Context: an optimization exercise on an open-source flow, tuned for small area. The choices shown serve that exercise and are no tape-out recipe. At most, simulation tests tie the RTL to the original design; equivalence was not proved. Power figures rest on the tool's default switching activity, not on a simulated workload.

## v6
// iccm_link
module iccm_link (
    input  wire         clk,
    input  wire         rst,           
    input  wire         rx,
    output wire         tx,
    input  wire         cmd_valid,
    input  wire [7:0]   cmd,
    output wire         cmd_ready,
    input  wire         msg_we,
    input  wire [7:0]   msg_byte,
    output reg          resp_valid,
    output wire         resp_avail,
    output wire [4:0]   resp_len,
    output wire [159:0] resp_data,
    output wire [15:0]  status,
    output wire [4:0]   cursor,
    output reg  [6:0]   events
);
clock: 10.0 ns
lec_check: 0
cap_margin: 20
core_margin: 2
core_utilization: 75
slew_margin: 20
standard.sh (not shown) runs the stock make flow with config.mk's settings and CLKGATE_MAP_FILE= SYNTH_SCRIPT=/design/flow/synth_recipe.tcl, a recipe that flattens the netlist after the stock synthesis.
==> flow/flow/run.sh <==
#!/bin/bash
# Standard layout with the smallest port buffers and a lighter clock tree.
set -o pipefail
export BUFFER_PORTS_ARGS="-buffer_cell sky130_fd_sc_hd__buf_1"
export CTS_ARGS="-sink_clustering_enable -repair_clock_nets -dont_use_dummy_load -buf_list sky130_fd_sc_hd__clkbuf_8 -root_buf sky130_fd_sc_hd__clkbuf_8 -tree_buf sky130_fd_sc_hd__clkbuf_4 -sink_clustering_size 20 -sink_clustering_max_diameter 50"
bash standard.sh > standard.log 2>&1
[inputs] v7 vs v6
--- a/flow/design.v
+++ b/flow/design.v
@@ -131,21 +131,21 @@
             else if (stage && (msg_byte == 8'h02 || msg_byte == 8'h03))
                 msg_rsv <= 1'b1;
         end
     end
     wire [4:0] cnt_up = {&msg_cnt[3:0], &msg_cnt[2:0], &msg_cnt[1:0],
                          msg_cnt[0], 1'b1};
     wire [4:0] cnt_dn = {~|msg_cnt[3:0], ~|msg_cnt[2:0], ~|msg_cnt[1:0],
                          ~msg_cnt[0], 1'b1};
     wire [4:0] cnt_tg = ({5{stage_in}} & cnt_up) | ({5{data_end}} & cnt_dn);
     always @(posedge clk) begin
-        if (rst || (send_cmd && p4_ss))
+        if (rst || (send_cmd && !admit))
             msg_cnt <= 5'd0;
         else
             msg_cnt <= msg_cnt ^ cnt_tg;
     end
     integer i;
     always @(posedge clk) begin
         rx_prev    <= rx;
         cur        <= c_clr ? 5'd0 : p4_cur;
         data_avail <= ~c_clr & p4_da;
         ovf        <= ~c_clr & p4_ovf;
==> comparison <==
Comparing area share of and/or/nand/nor cells after synthesis for v6 and v7, the smaller number came from v7. Max total power per unit cell area across v6 and v7: v6. Per-cell via count in the routed design, v6 and v7: lower on v7. Cell area after synthesis: v6 and v7 compared, lower one is v7. In v7, the highest fanout seen on the critical path came out 19 above the value in v6. Compared with v6, v7 shows a power share of the clock group that is 0.2 points higher. Worst setup timing slack at the placement stage: v7 vs v6 down 0.17 ns. Taking v6 as the reference, in v7 cell area after layout -110 um^2; number of cells after detailed placement went down; fraction of area in registers climbed 0.64 points. When v7 is set beside v6, its number of clock buffers in the layout turns out to be about 9% smaller. Routed wire in v7 totals more than in v6. The estimated power of v7 ends up lower than the estimate for v6.
Only the layout flow was run in v6; the RTL was not checked for function there.

--- another note on this design; it stands on its own ---

== run 1 ==
// iccm_link
module iccm_link (
    input  wire         clk,
    input  wire         rst,           
    input  wire         rx,
    output wire         tx,
    input  wire         cmd_valid,
    input  wire [7:0]   cmd,
    output wire         cmd_ready,
    input  wire         msg_we,
    input  wire [7:0]   msg_byte,
    output reg          resp_valid,
    output wire         resp_avail,
    output wire [4:0]   resp_len,
    output wire [159:0] resp_data,
    output wire [15:0]  status,
    output wire [4:0]   cursor,
    output reg  [6:0]   events
);
Size in the first run: ~620 cells after synthesis, ~330 flip-flops, about 0.011 mm2 of cells after synthesis.
Settings: LEC_CHECK=0, CAP_MARGIN=20, CORE_MARGIN=2, CORE_UTILIZATION=70, SLEW_MARGIN=20; clock period 10.0 ns.
standard.sh (not shown) runs the stock make flow with config.mk's settings and CLKGATE_MAP_FILE= SYNTH_SCRIPT=/design/flow/synth_recipe.tcl, a recipe that flattens the netlist after the stock synthesis.
==> flow/flow/run.sh <==
#!/bin/bash
# Standard layout with the smallest port buffers and a lighter clock tree.
set -o pipefail
export BUFFER_PORTS_ARGS="-buffer_cell sky130_fd_sc_hd__buf_1"
export CTS_ARGS="-sink_clustering_enable -repair_clock_nets -dont_use_dummy_load -buf_list sky130_fd_sc_hd__clkbuf_8 -root_buf sky130_fd_sc_hd__clkbuf_8 -tree_buf sky130_fd_sc_hd__clkbuf_4 -sink_clustering_size 20 -sink_clustering_max_diameter 50"
bash standard.sh > standard.log 2>&1
### run 1 -> run 2
Settings: PLACE_DENSITY newly set to 0.85; CORE_UTILIZATION changed from 70 to 75.
[summary]
Run 2 ran to completion and came out clean on the timing, design-rule and antenna checks.
Wire length on run 2 is up relative to run 1.
Worst setup slack (higher): run 2
Compared with run 1, in run 2 worst-path maximum fanout held; final hold violation count held; total power went up 0.45%.
Global routing met3 resource utilization: run 1 vs run 2, no meaningful difference
Run 2 drops more vias than run 1.
Compared with run 1, in run 2 internal power consumption decreased by 0.40% relative to the old numbers; via count of the first global-routing pass shows an increase of 576.
diff inputs: run 2 => run 3
Settings: PLACE_DENSITY removed (was 0.85).
==> flow/flow/run.sh <==
#!/bin/bash
# Standard layout with the smallest port buffers and a lighter clock tree.
set -o pipefail
export BUFFER_PORTS_ARGS="-buffer_cell sky130_fd_sc_hd__buf_1"
export CTS_ARGS="-sink_clustering_enable -repair_clock_nets -dont_use_dummy_load -buf_list sky130_fd_sc_hd__clkbuf_8 -root_buf sky130_fd_sc_hd__clkbuf_8 -tree_buf sky130_fd_sc_hd__clkbuf_4 -sink_clustering_size 20 -sink_clustering_max_diameter 70"
bash standard.sh > standard.log 2>&1
--- outcome ---
No stage failed in run 3, and the final checks on the layout all came back clean.
Worst hold slack | run 3 above run 2
Number of global-route vias before repair of run 3 falls short of that of run 2 by a few percent.
For total non-filler cell area in the finished layout, run 3 and run 2 come out practically identical.
Of the two candidates, run 2 has the worse total wire length after detailed routing and run 3 the better one.
~same arrival time of the worst setup path in run 2 and run 3
diff inputs: run 3 => run 4
Settings: ABC_AREA: unset -> 1.
==> flow/flow/run.sh <==
#!/bin/bash
# Standard layout with the smallest port buffers and a lighter clock tree.
set -o pipefail
export BUFFER_PORTS_ARGS="-buffer_cell sky130_fd_sc_hd__buf_1"
export CTS_ARGS="-sink_clustering_enable -repair_clock_nets -dont_use_dummy_load -buf_list sky130_fd_sc_hd__clkbuf_8 -root_buf sky130_fd_sc_hd__clkbuf_8 -tree_buf sky130_fd_sc_hd__clkbuf_4 -sink_clustering_size 20 -sink_clustering_max_diameter 50"
bash standard.sh > standard.log 2>&1
Results
Between run 3 and run 4, the sequential logic power does not differ in any meaningful way.
[compare] base=run 3 new=run 4: tightest hold margin level, count of max-cap constraint violations level.
Summary of the comparison: met2 capacity usage during global routing is lower in run 4, relative to run 3.
Compared with run 3, run 4 shows a lower sequential share of layout area.
Across both runs, post-synthesis share of cell area spent on xor and xnor gates was lower for run 4 than for run 3.
On full die area, run 3 beats run 4.
Compared with run 3, power in run 4 decreased slightly.
Between run 4 and run 3, area of the multi-input gates is lower for run 4, run 3 comes in above that.

-- what the ideal ports hide --
The results above use ideal ports. As a check the final layouts listed here were re-extracted and re-timed, cells and wires unchanged.
Step 1, drivers: a clkbuf_16 drives clk and a buf_2 each remaining input, both assumed.
Step 2 times the ports against the registers' clock, not the clock port: input delays grow and output delays shrink by t, the midpoint of the rising clock arrivals with the driver on.
Three values: ideal ports, drivers, drivers and shift; two values: the first two.
run	t (ns)	setup WS [ns]	latest minus earliest clock arrival (ns)	slew at the worst register clock pin (ns)
v6	0.549	4.836 / 4.805 / 4.765	0.086 / 0.086	0.11 / 0.11
v7	0.561	4.641 / 4.617 / 4.617	0.041 / 0.041	0.11 / 0.11
run 1	0.565	4.589 / 4.562 / 4.562	0.036 / 0.036	0.11 / 0.11
run 2	0.558	4.631 / 4.600 / 4.540	0.067 / 0.067	0.11 / 0.11
run 3	0.545	4.640 / 4.618 / 4.618	0.040 / 0.040	0.12 / 0.12
run 4	0.553	4.778 / 4.755 / 4.755	0.063 / 0.062	0.12 / 0.12
After both steps setup and hold are still met in every run listed. For run 2, which loses most, drivers alone change the setup slack by -0.031 ns; drivers and shift together by -0.091 ns.
